What follows belongs to an exercise in optimizing a design on an open flow for small area, a short achievable clock period and few clock cycles per item; a production flow would make more cautious choices. Function was checked by simulation only, so behaviour that the tests miss may differ from the original. Power and IR drop assume default switching activity.

[flow/run.sh]
#!/bin/bash
# synth_recipe.tcl (not shown) runs the flow's synth.tcl, then flattens the netlist and writes it again
# the make line also repeats each setting of config.mk as NAME=value (left out here)
make -C /OpenROAD-flow-scripts/flow DESIGN_CONFIG=/design/flow/config.mk WORK_HOME=/design/flow/orfs CLKGATE_MAP_FILE= SYNTH_SCRIPT=/design/flow/synth_recipe.tcl finish
[flow/config.mk]
export PLATFORM = sky130hd
export DESIGN_NAME = dict_encoder
export DESIGN_NICKNAME = dict_encoder
export VERILOG_FILES = /design/flow/design.v
export SDC_FILE = /design/flow/constraint.sdc
export NUM_CORES = 4
export LEC_CHECK = 0
export CAP_MARGIN = 20
export CORE_MARGIN = 2
export CORE_UTILIZATION = 40
export SLEW_MARGIN = 20
[flow/constraint.sdc]
create_clock -name core_clock -period 12.0 [get_ports {clk}]
set_input_delay 2.4000 -clock core_clock [delete_from_list [all_inputs] [get_ports {clk}]]
set_output_delay 2.4000 -clock core_clock [all_outputs]
set_load 0.01 [all_outputs]
[flow/design.v]
module match_unit (
    input  wire [31:0] entry,
    input  wire [31:0] line,
    output wire        dir_ok,
    output wire        fm1_ok,
    output wire        fm2_ok,
    output wire        fm4_ok,
    output wire        bmd_ok,
    output wire        pmm_ok,
    output wire [4:0]  first_pos,    
    output wire [4:0]  last_pos,     
    output wire [4:0]  bmd_off,
    output wire [3:0]  bmd_mask
);
    wire [31:0] d = entry ^ line;
    reg [4:0] hi;
    reg [4:0] lo;
    reg [5:0] pop;
    integer i;
    always @(*) begin
        hi  = 5'd0;
        lo  = 5'd0;
        pop = 6'd0;
        for (i = 0; i < 32; i = i + 1)
            if (d[i]) hi = i[4:0];
        for (i = 31; i >= 0; i = i - 1)
            if (d[i]) lo = i[4:0];
        for (i = 0; i < 32; i = i + 1)
            pop = pop + {5'd0, d[i]};
    end
    wire [4:0] span = hi - lo;       
    assign dir_ok = (pop == 6'd0);
    assign fm1_ok = (pop == 6'd1);
    assign fm2_ok = (pop == 6'd2) && (span == 5'd1);
    assign fm4_ok = (pop == 6'd4) && (span == 5'd3);
    assign pmm_ok = (pop == 6'd2);
    assign bmd_ok = (pop != 6'd0) && (span <= 5'd3);
    assign first_pos = 5'd31 - hi;
    assign last_pos  = 5'd31 - lo;
    assign bmd_off = (first_pos > 5'd28) ? 5'd28 : first_pos;
    wire [31:0] d_shifted = d >> (5'd28 - bmd_off);
    assign bmd_mask = d_shifted[3:0];
endmodule
module dict_encoder (
    input  wire        clk,
    input  wire        rst,
    input  wire        dict_we,
    input  wire [3:0]  dict_waddr,
    input  wire [31:0] dict_wdata,
    input  wire [4:0]  dict_size,
    input  wire        start,
    input  wire        in_valid,
    output wire        in_ready,
    input  wire [31:0] in_data,
    input  wire        in_last,
    output reg         row_valid,
    output reg  [31:0] row_data,
    output reg         done
);
    localparam [2:0] TAG_LIT = 3'd0, TAG_RLE = 3'd1, TAG_DIR = 3'd2, TAG_BMD = 3'd3,
                     TAG_FM1 = 3'd4, TAG_FM2 = 3'd5, TAG_FM4 = 3'd6, TAG_PMM = 3'd7;
    localparam [3:0] S_IDLE  = 4'd0,
                     S_FETCH = 4'd1,    
                     S_EVAL  = 4'd2,    
                     S_RUN   = 4'd3,    
                     S_SCAN  = 4'd4,    
                     S_PICK  = 4'd5,    
                     S_DRAIN = 4'd6,    
                     S_FLUSH = 4'd7,    
                     S_DONE  = 4'd8;
    reg [31:0] dict [0:15];
    always @(posedge clk)
        if (dict_we)
            dict[dict_waddr] <= dict_wdata;
    reg [3:0]  state;
    reg [31:0] x;           
    reg [31:0] prev;        
    reg        has_x;       
    reg        has_prev;    
    reg        eoi;         
    reg [31:0] pend;        
    reg        pend_valid;
    reg        rle_valid;   
    reg [31:0] rle_last;
    reg [2:0]  run_count;
    reg        rle_sel;     
    reg [4:0]  j;           
    reg        dir_f, fm1_f, fm2_f, fm4_f, bmd_f, pmm_f;
    reg [3:0]  dir_j, fm1_j, fm2_j, fm4_j, bmd_j, pmm_j;
    reg [4:0]  fm1_s, fm2_s, fm4_s, bmd_s, pmm_p1, pmm_p2;
    reg [3:0]  bmd_m;
    reg [66:0] acc;
    reg [6:0]  fill;
    wire [31:0] entry = dict[j[3:0]];
    wire        m_dir, m_fm1, m_fm2, m_fm4, m_bmd, m_pmm;
    wire [4:0]  m_first, m_last, m_bmd_off;
    wire [3:0]  m_bmd_mask;
    match_unit u_match (
        .entry     (entry),
        .line      (x),
        .dir_ok    (m_dir),
        .fm1_ok    (m_fm1),
        .fm2_ok    (m_fm2),
        .fm4_ok    (m_fm4),
        .bmd_ok    (m_bmd),
        .pmm_ok    (m_pmm),
        .first_pos (m_first),
        .last_pos  (m_last),
        .bmd_off   (m_bmd_off),
        .bmd_mask  (m_bmd_mask)
    );
    reg [34:0] ins;
    reg [5:0]  ins_len;
    always @(*) begin
        ins     = 35'd0;
        ins_len = 6'd0;
        if (rle_sel) begin
            ins     = {TAG_RLE, run_count, 29'd0};
            ins_len = 6'd6;
        end else if (dir_f) begin
            ins     = {TAG_DIR, dir_j, 28'd0};
            ins_len = 6'd7;
        end else if (fm1_f) begin
            ins     = {TAG_FM1, fm1_s, fm1_j, 23'd0};
            ins_len = 6'd12;
        end else if (fm2_f) begin
            ins     = {TAG_FM2, fm2_s, fm2_j, 23'd0};
            ins_len = 6'd12;
        end else if (fm4_f) begin
            ins     = {TAG_FM4, fm4_s, fm4_j, 23'd0};
            ins_len = 6'd12;
        end else if (bmd_f) begin
            ins     = {TAG_BMD, bmd_s, bmd_m, bmd_j, 19'd0};
            ins_len = 6'd16;
        end else if (pmm_f) begin
            ins     = {TAG_PMM, pmm_p1, pmm_p2, pmm_j, 18'd0};
            ins_len = 6'd17;
        end else begin
            ins     = {TAG_LIT, x};
            ins_len = 6'd35;
        end
    end
    wire [66:0] acc_appended = acc | ({ins, 32'd0} >> fill);
    wire lookback   = has_prev && (prev == x);
    wire rle_refuse = rle_valid && (rle_last == x);
    wire rle_apply  = lookback && !rle_refuse;
    wire take_in = in_valid && in_ready;
    assign in_ready = (state == S_FETCH && !pend_valid) || (state == S_RUN);
    wire more_lines = pend_valid || !eoi;
    always @(posedge clk) begin
        row_valid <= 1'b0;
        done      <= 1'b0;
        if (rst) begin
            state      <= S_IDLE;
            pend_valid <= 1'b0;
            rle_sel    <= 1'b0;
            acc        <= 67'd0;
            fill       <= 7'd0;
        end else begin
            case (state)
            S_IDLE: begin
                if (start) begin
                    has_x      <= 1'b0;
                    has_prev   <= 1'b0;
                    eoi        <= 1'b0;
                    pend_valid <= 1'b0;
                    rle_valid  <= 1'b0;
                    acc        <= 67'd0;
                    fill       <= 7'd0;
                    state      <= S_FETCH;
                end
            end
            S_FETCH: begin
                if (pend_valid) begin
                    prev       <= x;
                    has_prev   <= has_x;
                    has_x      <= 1'b1;
                    x          <= pend;
                    pend_valid <= 1'b0;
                    state      <= S_EVAL;
                end else if (take_in) begin
                    prev     <= x;
                    has_prev <= has_x;
                    has_x    <= 1'b1;
                    x        <= in_data;
                    eoi      <= in_last;
                    state    <= S_EVAL;
                end
            end
            S_EVAL: begin
                rle_sel   <= 1'b0;
                run_count <= 3'd0;
                dir_f <= 1'b0; fm1_f <= 1'b0; fm2_f <= 1'b0;
                fm4_f <= 1'b0; bmd_f <= 1'b0; pmm_f <= 1'b0;
                j     <= 5'd0;
                if (!lookback)
                    rle_valid <= 1'b0;
                if (rle_apply) begin
                    rle_valid <= 1'b1;
                    rle_last  <= x;
                    rle_sel   <= 1'b1;
                    state     <= (eoi && !pend_valid) ? S_PICK : S_RUN;
                end else begin
                    state     <= S_SCAN;
                end
            end
            S_RUN: begin
                if (take_in) begin
                    eoi <= in_last;
                    if (in_data == x) begin
                        run_count <= run_count + 3'd1;
                        if (in_last || run_count == 3'd6)
                            state <= S_PICK;
                    end else begin
                        pend       <= in_data;
                        pend_valid <= 1'b1;
                        state      <= S_PICK;
                    end
                end
            end
            S_SCAN: begin
                if (j >= dict_size) begin
                    state <= S_PICK;
                end else begin
                    if (m_dir && !dir_f) begin
                        dir_f <= 1'b1; dir_j <= j[3:0];
                    end
                    if (m_fm1 && !fm1_f) begin
                        fm1_f <= 1'b1; fm1_j <= j[3:0]; fm1_s <= m_first;
                    end
                    if (m_fm2 && !fm2_f) begin
                        fm2_f <= 1'b1; fm2_j <= j[3:0]; fm2_s <= m_first;
                    end
                    if (m_fm4 && !fm4_f) begin
                        fm4_f <= 1'b1; fm4_j <= j[3:0]; fm4_s <= m_first;
                    end
                    if (m_bmd && !bmd_f) begin
                        bmd_f <= 1'b1; bmd_j <= j[3:0];
                        bmd_s <= m_bmd_off; bmd_m <= m_bmd_mask;
                    end
                    if (m_pmm && !pmm_f) begin
                        pmm_f <= 1'b1; pmm_j <= j[3:0];
                        pmm_p1 <= m_first; pmm_p2 <= m_last;
                    end
                    j <= j + 5'd1;
                end
            end
            S_PICK: begin
                acc   <= acc_appended;
                fill  <= fill + {1'b0, ins_len};
                state <= S_DRAIN;
            end
            S_DRAIN: begin
                if (fill >= 7'd32) begin
                    row_valid <= 1'b1;
                    row_data  <= acc[66:35];
                    acc       <= acc << 32;
                    fill      <= fill - 7'd32;
                end else begin
                    state <= more_lines ? S_FETCH : S_FLUSH;
                end
            end
            S_FLUSH: begin
                if (fill != 7'd0) begin
                    row_valid <= 1'b1;
                    row_data  <= acc[66:35];
                end
                acc   <= 67'd0;
                fill  <= 7'd0;
                state <= S_DONE;
            end
            S_DONE: begin
                done  <= 1'b1;
                state <= S_IDLE;
            end
            default: state <= S_IDLE;
            endcase
        end
    end
endmodule
==> results_dict.tcl <==
set metrics [dict create \
    die_h_um 317 \
    async_reset_ff_frac 0 \
    dp_hpwl_um 74100 \
    grt_overflow_total 0 \
    post-route-min-period_ps 9200 \
    regArea_um2 24200 \
    rsz0062_at_grt "no" \
    crit_fanout 45 \
    p_int_mw 6.95 \
    pwr-share-clk 0.252 \
    instances_no_fill 4335 \
    antenna_found_initial 6 \
    switching_share 0.377 \
    final_cell_area_um2 44900 \
    synth_edf_count 748 \
    placedCellCount 4168 \
    synth_ff_type "edfxtp_1" \
    ctsHoldBuffers 0 \
    drive_gt1_frac 0.148 \
    finalSetupViolCount 0 \
    worstHoldPathType "reg -> reg" \
    wl_per_cell_um 25.9 \
    grt_pass1_wl_um 166000 \
    cp.arrival_ps 9470 \
    start_util 0.405 \
    synth-seq-cells 834 \
    syn-mean-instance-area_um2 13.6 \
    vias_per_cell 5.80 \
    setup.worst_path.end_class "flop" \
    switchingPower_mw 4.20 \
    cp-start-kind "flop" \
    rows 114 \
    ys_warn_count 2 \
    finalSetupTns_ps 0 \
    die_x_um 317 \
    leakage_nw 15.0 \
    final_common_cell "edfxtp_1" \
    maxCapViolations 0 \
    fin_util 0.463 \
    clock-sinks 834 \
    vias 25200 \
    wirelength_um 112000 \
    clock_skew_ps 37.2 \
    htree_levels 3 \
    first_pass_iters 6 \
    die_area_um2 101000 \
    combPwrFrac 0.441 \
    hold_violations 0 \
    peakVddDrop_v 0.00116 \
    gp_congestion 0.928 \
    finalPower_mw 11.1 \
    final_nets 3115 \
    cts_resized 0 \
    yosysSeqAreaShare 0.616 \
    slew-limit-headroom 0.265 \
    drt_iter0_drc 2141 \
    cts_tree "yes" \
    multi_input_area_um2 14100 \
    p_per_area_nw_per_um2 248 \
    p_seq_frac 0.307 \
    clkLatencyLatePin_ps 680 \
    max_freq_mhz 109 \
    synthCells 2879 \
    finalMaxSlewViolations 0 \
    area.growth.synth_to_final_pct 14.3 \
    status "finished clean" \
    final_cell_mix "edfxtp_1, nor2_1, mux2i_1, nand2_1, a21oi_1" \
    rr_worst_depth 25 \
    ios 114 \
    r2r_setup_slack_ps 2800 \
    cts_root_buf "clkbuf_16" \
    synth_nets 3012 \
    crit_end "fm2_s[4]" \
    cp.required_ps 12270 \
    final.fill_count 8516 \
    fin_crit_sh 0.766 \
    cts_setup_buffers 0 \
    clkTransAtPathRegs_ps 60 \
    track_usage 0.223 \
    synthDistinctLibCells 103 \
    cts_buffers 88 \
    place_area_um2 41900 \
    clockBufferDepth 3 \
    syn_area_um2 39300 \
    drt.antenna.violating_nets 0 \
    reg2reg_to "fm2_s[4]" \
    post-route-drc-count 0 \
    grt_max_degree 65 \
    grt_pass1_vias 25300 \
    crit_type "reg -> reg" \
    tightestPinTransition_ps 1100 \
    core_area_um2 97000 \
    numPortBuffers 113 \
]
==> stage by stage <==
| stage | setup WS [ps] | hold slack (ps) |
|---|---|---|
| final | 2800 | 432 |
| after floorplan | 3520 | 407 |
| after global placement | 2660 | 420 |
| after CTS | 2420 | 434 |
| after global routing | 2240 | 438 |
| after detailed placement | 2450 | 417 |
==> routing by layer <==
layer	vias to the layer above	track usage	part of all wire	routed length, um
met5	-	0	0.00023	26
met4	4	0.0678	0.028	3170
met3	178	0.0397	0.055	6180
met2	819	0.385	0.50	56000
met1	12800	0.287	0.42	46800
li1	11300	-	-	-
==> final cells by class <==
cell class / instances / share of cell area
antenna: 1 / 0.0000557
clock buffer: 104 / 0.0510
clock inverter: 62 / 0.0157
inverter: 82 / 0.00705
multi-input combinational: 1783 / 0.313
sequential: 834 / 0.539
tap: 1276 / 0.0356
timing repair buffer: 193 / 0.0385
==> power groups by stage <==
stage                     sequential, mW  combinational (mW)  clock [mW]
after CTS                           3.43                4.92        2.85
after global routing                3.44                5.47        2.96
final                               3.43                4.91        2.81
after detailed placement            3.49                4.89           0
after floorplan                     3.40                3.87           0
after global placement              3.49                4.92           0
==> worst max-delay path, stage by stage (launching register included) <==
cell      delay (ps)
dfxtp_4          580
buf_4            390
nor2b_1          740
a22oi_1          190
and4_1           250
nor3_1           770
inv_2            180
fa_1             500
fa_1             510
inv_1             70
fa_1             540
inv_1             50
fa_1             500
fa_1             520
inv_1             50
fa_1             500
fa_1             450
inv_1             90
fa_1             220
nand2_1           60
mux2i_1          120
nand2_1           80
or2_2            300
nor3_1           240
nand4b_1         170
nor2_1           660
==> worst min-delay path by stage <==
stage,from,endpoint,depth (start not counted)
after floorplan,acc[35],row_data[0],0
after global placement,acc[57],row_data[22],0
after detailed placement,acc[54],row_data[19],0
after CTS,acc[57],row_data[22],0
after global routing,acc[57],row_data[22],0
final,acc[57],row_data[22],0
==> flip-flops by register name (all words and copies together) (netlist names), 7 cells and up, named ones only <==
register and count:
x 32, acc 67, rle_last 32, dict 512
pend 32, fill 7, row_data 32, prev 32
==> cell usage after synthesis (22+ instances only) <==
library cell / n / area [um2]
edfxtp_1: 748 / 22500
nor2_1: 211 / 792
mux2i_1: 179 / 1790
nand2_1: 159 / 597
a21oi_1: 156 / 781
clkbuf_1: 108 / 405
o21ai_0: 106 / 531
mux4_2: 95 / 2140
dfxtp_1: 86 / 1720
xnor2_1: 71 / 622
a22oi_1: 68 / 510
mux2_2: 67 / 754
nor3_1: 66 / 330
inv_1: 64 / 240
nand3_1: 55 / 275
xor2_1: 52 / 455
nand4_1: 37 / 231
ha_1: 28 / 350
a211oi_1: 27 / 203
buf_2: 26 / 130
fa_1: 26 / 521
nand2b_1: 24 / 150
o211ai_1: 24 / 180
buf_1: 23 / 86.3
o22ai_1: 22 / 138
==> cells by family after synthesis <==
kind of cell             after synthesis  share of synthesized area
XOR/XNOR                             128                     0.0304
AO/OA/AOI/OAI                        564                     0.0947
AND/OR/NAND/NOR                      695                     0.0867
adder cells (fa/ha/maj)               54                     0.0222
buffers and inverters                262                     0.0307
multiplexers                         342                      0.120
flip-flops                           834                      0.616
Testbench counts, summed over its fixed seeds: cycles 75,760, lines 4,098.

afterwards: timing with drivers on the ports:
The flow's constraints put no driver on any port. The routed layout listed below was extracted and timed again, unchanged, in two steps.
Step 1: set_driving_cell puts a clkbuf_16 on clk and a buf_2 on each other input, an assumption about the parent block.
Step 2 adds t to the input delays and takes it off the output delays; t is the mean of the earliest and latest rising clock arrival at the registers after step 1. Input paths then give back, and output paths get back, about the clock's delay inside the block.
Slacks: ideal / step 1 / step 2; pairs: ideal / step 1.
shift t [ns]: 0.726
setup slack, ns: 2.804 / 2.804 / 2.804
latest minus earliest clock arrival (ns): 0.038 / 0.038
pins driven straight from the clock port: 1
After both steps setup and hold are still met in this run. For this run, drivers alone change the setup slack by 0.000 ns; drivers and shift together by 0.000 ns.
